Context: an optimization exercise on an open-source flow, tuned for small area, a short achievable clock period and few clock cycles per item. The choices shown serve that exercise and are no tape-out recipe.
RTL that was checked went through simulation tests only; none was proved equivalent to the original.
No activity file was given, so power comes from the tool's default toggle rates.

Setup of the reference run:
## golay_codec
module golay_codec (
    input  wire        clk,
    input  wire        rst,         
    input  wire        in_valid,
    output wire        in_ready,
    input  wire [1:0]  in_op,       
    input  wire [23:0] in_word,
    output reg         out_valid,
    input  wire        out_ready,
    output reg  [23:0] out_word,
    output reg         out_fail
);
    wire        i_dec = in_op[1];
    wire        i_o23 = in_op[0];
    wire        i_w23 = i_o23 ? ~(^in_word[22:0]) : in_word[23];
    wire [11:0] i_wh  = {i_w23, in_word[22:12]};
    wire [11:0] i_hA, i_lA;
    golay_parity u_ph (.m(i_wh), .p(i_hA));
    golay_parity u_pl (.m(in_word[11:0]), .p(i_lA));
    wire [11:0] i_s  = in_word[11:0] ^ i_hA;
    wire [11:0] i_sa = i_wh ^ i_lA;
    wire adv = !out_valid || out_ready;
    assign in_ready = adv;
    reg         m_v;
    reg  [1:0]  m_op;
    reg  [23:0] m_w;
    reg  [11:0] m_s, m_sa;
    always @(posedge clk) begin
        if (rst)
            m_v <= 1'b0;
        else if (adv)
            m_v <= in_valid;
    end
    always @(posedge clk) begin
        if (adv) begin
            m_op <= in_op;
            m_w  <= {i_wh, in_word[11:0]};
            m_s  <= i_s;
            m_sa <= i_sa;
        end
    end
    wire        m_dec = m_op[1];
    wire        m_o23 = m_op[0];
    wire [11:0] m_wh  = m_w[23:12];
    wire [4:0] m_ws, m_wa;
    golay_weight u_ws (.v(m_s),  .ge(m_ws));
    golay_weight u_wa (.v(m_sa), .ge(m_wa));
    wire [4:0]  m_ws_g = m_dec ? m_ws : 5'b00001;
    wire [4:0]  m_wa_g = m_dec ? m_wa : 5'b00000;
    wire [23:0] m_e;
    wire        m_dfail;
    golay_dec24 u_dec (.s(m_s), .sa(m_sa), .ws(m_ws_g), .wa(m_wa_g), .e(m_e), .fail(m_dfail));
    wire [23:0] m_c      = {m_wh, m_w[11:0]} ^ m_e;
    wire [23:0] result      = {m_c[23] & ~m_o23, m_c[22:0]};
    wire        result_fail = m_dfail;
    always @(posedge clk) begin
        if (rst)
  ...
Settings: LEC_CHECK=0, CAP_MARGIN=20, CORE_MARGIN=2, CORE_UTILIZATION=40, CTS_BUF_LIST=sky130_fd_sc_hd__clkbuf_4 sky130_fd_sc_hd__clkbuf_8, SLEW_MARGIN=20, TNS_END_PERCENT=30; clock period 10.0 ns.
standard.sh (not shown) runs the stock make flow with config.mk's settings and CLKGATE_MAP_FILE= SYNTH_SCRIPT=/design/flow/synth_recipe.tcl, a recipe that flattens the netlist after the stock synthesis.
==> flow/flow/run.sh <==
#!/bin/bash
set -euo pipefail
export MY_ABC_SCRIPT=$PWD/flow/abc.script
MARGIN=$(cat flow/margin.txt)
bash standard.sh SYNTH_SCRIPT=$PWD/flow/synth.tcl SETUP_SLACK_MARGIN=$MARGIN \
  "BUFFER_PORTS_ARGS=-buffer_cell sky130_fd_sc_hd__buf_1" \
  PRE_IO_PLACEMENT_TCL=$PWD/flow/io.tcl finish > flow_standard.log 2>&1
==> flow/flow/abc.script <==
strash
&get -n
&fraig -x
&put
scorr
dc2
dretime
strash
&get -n
&dch
&nf {D}
&put
buffer -c
topo
stime -c
upsize -c
dnsize -c
==> flow/flow/io.tcl <==
# Keep the out_ready and in_ready pins next to each other: in_ready is
# combinational in out_ready, so the wire between them is on that path.
set_io_pin_constraint -group -order -pin_names {out_ready in_ready}
==> flow/flow/margin.txt <==
5.6
==> flow/flow/synth.tcl <==
# The standard synthesis script (synth_recipe.tcl), with one change: ABC
# maps the logic with flow/abc.script instead of ORFS's abc_speed.script.
# Registers are mapped before ABC runs, so they are the standard ones.
proc synth {args} { yosys synth -nofsm -noshare {*}$args }
proc abc {args} {
  set i [lsearch -exact $args -script]
  if {$i >= 0} { lset args [expr {$i + 1}] $::env(MY_ABC_SCRIPT) }
  yosys abc {*}$args
}
source $::env(SCRIPTS_DIR)/synth.tcl
# left out here: clear keep_hierarchy, flatten, clean up, hide names made inside functions, write 1_2_yosys.v
Inputs modified between the reference run and the trial run:
-- flow/flow/run.sh --
<<< the reference run, line 6
  "BUFFER_PORTS_ARGS=-buffer_cell sky130_fd_sc_hd__buf_1" \
  PRE_IO_PLACEMENT_TCL=$PWD/flow/io.tcl finish > flow_standard.log 2>&1
>>> the trial run, line 6
  "BUFFER_PORTS_ARGS=-buffer_cell sky130_fd_sc_hd__buf_1" finish > flow_standard.log 2>&1
==> flow/flow/abc.script <==
strash
&get -n
&fraig -x
&put
scorr
dc2
dretime
strash
&get -n
&dch -f
&nf {D}
&put
topo
removed: flow/flow/io.tcl
==> results.txt <==
NOTE number of well taps the reference run->the trial run decreased slightly
Total number of vias: the reference run and the trial run compared, higher one is the trial run
Wire: the trial run routes more than the reference run
Sort the reference run and the trial run by final standard cell area without fillers, ascending, and the reference run comes first.
The trial run: total met2 wirelength after detailed routing is about 1.2% higher than what the reference run reported.
Post-synthesis to final-layout area growth: the reference run and the trial run compared, higher one is the trial run
Complex-gate fraction of the synthesized area up 1.5 points in the trial run wrt the reference run
Against the reference run, the trial run comes in 1 higher on clock-buffer cell count.
Summary: with the reference run as the reference, die area in the trial run moved down by a few percent.
No run of this note included a check of the RTL's function; only the layout flow was run.


== oak ==
Another version of the RTL of golay_codec (not shown whole).
Size in the first run: roughly 780 cells after synthesis, roughly 57 I/O pins.
export LEC_CHECK = 0
export CAP_MARGIN = 20
export CORE_MARGIN = 2
export CORE_UTILIZATION = 40
export SLEW_MARGIN = 20
create_clock -name core_clock -period 10.0 [get_ports {clk}]
==> flow/flow/run.sh <==
#!/bin/bash
set -euo pipefail
export MY_ABC_SCRIPT=$PWD/flow/abc.script
MARGIN=$(cat flow/margin.txt)
bash standard.sh SYNTH_SCRIPT=$PWD/flow/synth.tcl SETUP_SLACK_MARGIN=$MARGIN finish > flow_standard.log 2>&1
==> flow/flow/abc.script <==
strash
&get -n
&fraig -x
&put
scorr
dc2
dretime
strash
&get -n
&dch -f
&nf {D}
&put
buffer -c
topo
stime -c
upsize -c
dnsize -c
Scripts as last shown in full above: flow/flow/margin.txt, flow/flow/synth.tcl
Testbench counts of oak, summed over its fixed seeds: cycles 16,016, items 16,000.
Changes in pine relative to oak:
- CORE_UTILIZATION: 40 -> 60
Findings:
Taking oak as the reference, in pine met1 routed wirelength after detailed routing now sits lower, portion of total power attributed to the clock network higher, final wirelength now larger, maximum number of pins on one net before global-route repair went down by about 25%.
pine ended up with xnor2_1 as its critical-path cell with the highest stage delay; oak ended up with nand2b_4.
oak -> pine: post-synthesis register bit count delta 0, exact match
On share of synthesized area occupied by flip-flops and latches, oak and pine are basically level.
Number of violations reported at the end of detailed-routing iteration 0 was higher in pine than in oak.
pine ended up with a higher initial core utilization than oak did.
Changes observed in pine relative to oak: area of all placed cells without fillers lower; setup slack has decreased.


== run 1 ==
Another version of the RTL of golay_codec (not shown whole).
Size: roughly 77 flip-flops, roughly 57 I/O pins.
export LEC_CHECK = 0
export CAP_MARGIN = 20
export CORE_MARGIN = 2
export CORE_UTILIZATION = 40
export CTS_BUF_LIST = sky130_fd_sc_hd__clkbuf_4 sky130_fd_sc_hd__clkbuf_8
export SLEW_MARGIN = 20
export TNS_END_PERCENT = 30
create_clock -name core_clock -period 10.0 [get_ports {clk}]
==> flow/flow/run.sh <==
#!/bin/bash
set -euo pipefail
export MY_ABC_SCRIPT=$PWD/flow/abc.script
MARGIN=$(cat flow/margin.txt)
bash standard.sh SYNTH_SCRIPT=$PWD/flow/synth.tcl SETUP_SLACK_MARGIN=$MARGIN \
  "BUFFER_PORTS_ARGS=-buffer_cell sky130_fd_sc_hd__buf_1" finish > flow_standard.log 2>&1
==> flow/flow/abc.script <==
strash
&get -n
&fraig -x
&put
scorr
dc2
dretime
strash
&get -n
&dch
&nf {D}
&put
buffer -c
topo
stime -c
upsize -c
dnsize -c
Scripts as last shown in full above: flow/flow/margin.txt, flow/flow/synth.tcl
Testbench counts of run 1, summed over its fixed seeds: cycles 16,016, items 16,000.
The following lists how run 2 was set up differently from run 1:
- TNS_END_PERCENT no longer set, was 30
--- a/flow/flow/abc.script
+++ b/flow/flow/abc.script
@@ -10 +10 @@
-&dch
+&dch -f
[summary]
The flow did not stop early for run 2: all stages ran, and the layout cleared the timing, design-rule and antenna checks.
Post-synthesis share of cell area spent on and, or, nand and nor gates: run 2 lower than run 1
~same switching part of the total in run 2 and run 1
Count of placed standard cells including taps essentially unchanged between run 2 and run 1.
Inputs modified between run 2 and run 3:
- putting TNS_END_PERCENT at 30 where nothing was set
==> flow/flow/margin.txt <==
5.4
Results
Of run 2 and run 3, the run reporting the higher post-route met1 wirelength was run 2.
Number of clock sinks seen by CTS came out exactly the same in run 2 and run 3.
Run 2 -> run 3: highest attainable clock frequency decreased by a few percent
Fraction of the cycle the final worst path needs in run 3 is 2.4 points higher than in run 2
Of run 2 and run 3, run 2 shows the lower portion of total power attributed to sequential cells, with run 3 above it.
Looking at post-route worst setup slack across run 2 and run 3, the one that comes out lower is run 3.
| die footprint | run 3 vs run 2 | ≈ equal |
Compared with run 2, run 3 shows a higher number of standard cells in the layout, taps in and fillers out.
Re overall power of the completed layout: run 2 and run 3 aren't equal, and the lower value belongs to run 3.
The hold slack was comparable across run 2 and run 3.
Wire length of the first global-routing pass: run 3 lower than run 2


golay_codec, a different RTL version from the one above (not shown whole).
Size in the first run: roughly 730 cells after synthesis, roughly 57 I/O pins.
==> flow/config.mk <==
export PLATFORM = sky130hd
export DESIGN_NAME = golay_codec
export DESIGN_NICKNAME = golay_codec
export VERILOG_FILES = /design/flow/design.v
export SDC_FILE = /design/flow/constraint.sdc
export NUM_CORES = 4
export LEC_CHECK = 0
export CAP_MARGIN = 20
export CORE_MARGIN = 2
export CORE_UTILIZATION = 40
export CTS_BUF_LIST = sky130_fd_sc_hd__clkbuf_4 sky130_fd_sc_hd__clkbuf_8
export SLEW_MARGIN = 20
export TNS_END_PERCENT = 30
==> flow/constraint.sdc <==
create_clock -name core_clock -period 10.0 [get_ports {clk}]
set_input_delay 2.0000 -clock core_clock [delete_from_list [all_inputs] [get_ports {clk}]]
set_output_delay 2.0000 -clock core_clock [all_outputs]
set_load 0.01 [all_outputs]
==> flow/flow/abc.script <==
strash
&get -n
&fraig -x
&put
scorr
dc2
dretime
strash
&get -n
&dch -f
&nf {D}
&put
topo
==> flow/flow/margin.txt <==
5.6
Scripts as last shown in full above: flow/flow/run.sh, flow/flow/synth.tcl
Testbench counts at the start, summed over its fixed seeds: cycles 16,016, items 16,000.
==> next run, changes <==
==> flow/flow/abc.script (replaced) <==
strash
&get -n
&fraig -x
&put
scorr
dc2
dretime
strash
&get -n
&dch
&nf {D}
&put
buffer -c
topo
stime -c
upsize -c
dnsize -c
Outcome:
- die area goes up by 8.5%
- sequential share of layout area goes down by 0.39 points
- core utilization goes down by 3.4 points
==> next run, changes <==
--- a/flow/flow/abc.script
+++ b/flow/flow/abc.script
@@ -10 +10 @@
-&dch
+&dch -f
--- a/flow/config.mk
+++ b/flow/config.mk
@@ -11,0 +12 @@
+export PLACE_DENSITY = 0.8
- clock power climbs by a few percent
- clock-buffer cell count came out lower by 3
- critical path depth goes down by 2
- worst hold slack is worse by 16 ps
- flip-flop and latch count does not change
- synthesized cell count hardly moves
- design area rose slightly
- die area barely changes
- non-clock buffer count goes up by 17
- total power is higher by a few percent
- worst setup slack gets better by 140 ps

[port drivers added, routing unchanged]
How much do the figures lean on ideal ports? The routed layouts below were timed once more, with nothing changed but the port constraints. Step 1 assumes that a clkbuf_16 drives the clock port and a buf_2 every other input. Step 2 adds t to the input delays and takes it off the output delays; t is the mean of the earliest and latest rising clock arrival at the registers after step 1. Input paths then give back, and output paths get back, about the clock's delay inside the block. Three values: no drivers, after step 1, after step 2; two values: the first two.
run | t (ns) | setup slack, ns | worst register clock-pin slew, ns
the reference run | 0.394 | 5.549 / 5.517 / 5.350 | 0.11 / 0.11
the trial run | 0.392 | 5.584 / 5.562 / 5.393 | 0.09 / 0.09
oak | 0.368 | 5.630 / 5.598 / 5.350 | 0.06 / 0.06
pine | 0.374 | 5.585 / 5.596 / 5.221 | 0.06 / 0.06
run 1 | 0.388 | 5.391 / 5.355 / 5.238 | 0.09 / 0.09
run 2 | 0.385 | 5.630 / 5.596 / 5.438 | 0.09 / 0.09
run 3 | 0.386 | 5.391 / 5.361 / 5.105 | 0.09 / 0.09
the first run of note 4 | 0.401 | 5.618 / 5.584 / 5.381 | 0.09 / 0.09
the second run of note 4 | 0.408 | 5.404 / 5.373 / 5.373 | 0.09 / 0.09
the third run of note 4 | 0.382 | 5.541 / 5.517 / 5.282 | 0.09 / 0.09
After both steps setup and hold are still met in every run listed. For pine, which loses most, drivers alone change the setup slack by +0.011 ns; drivers and shift together by -0.364 ns.
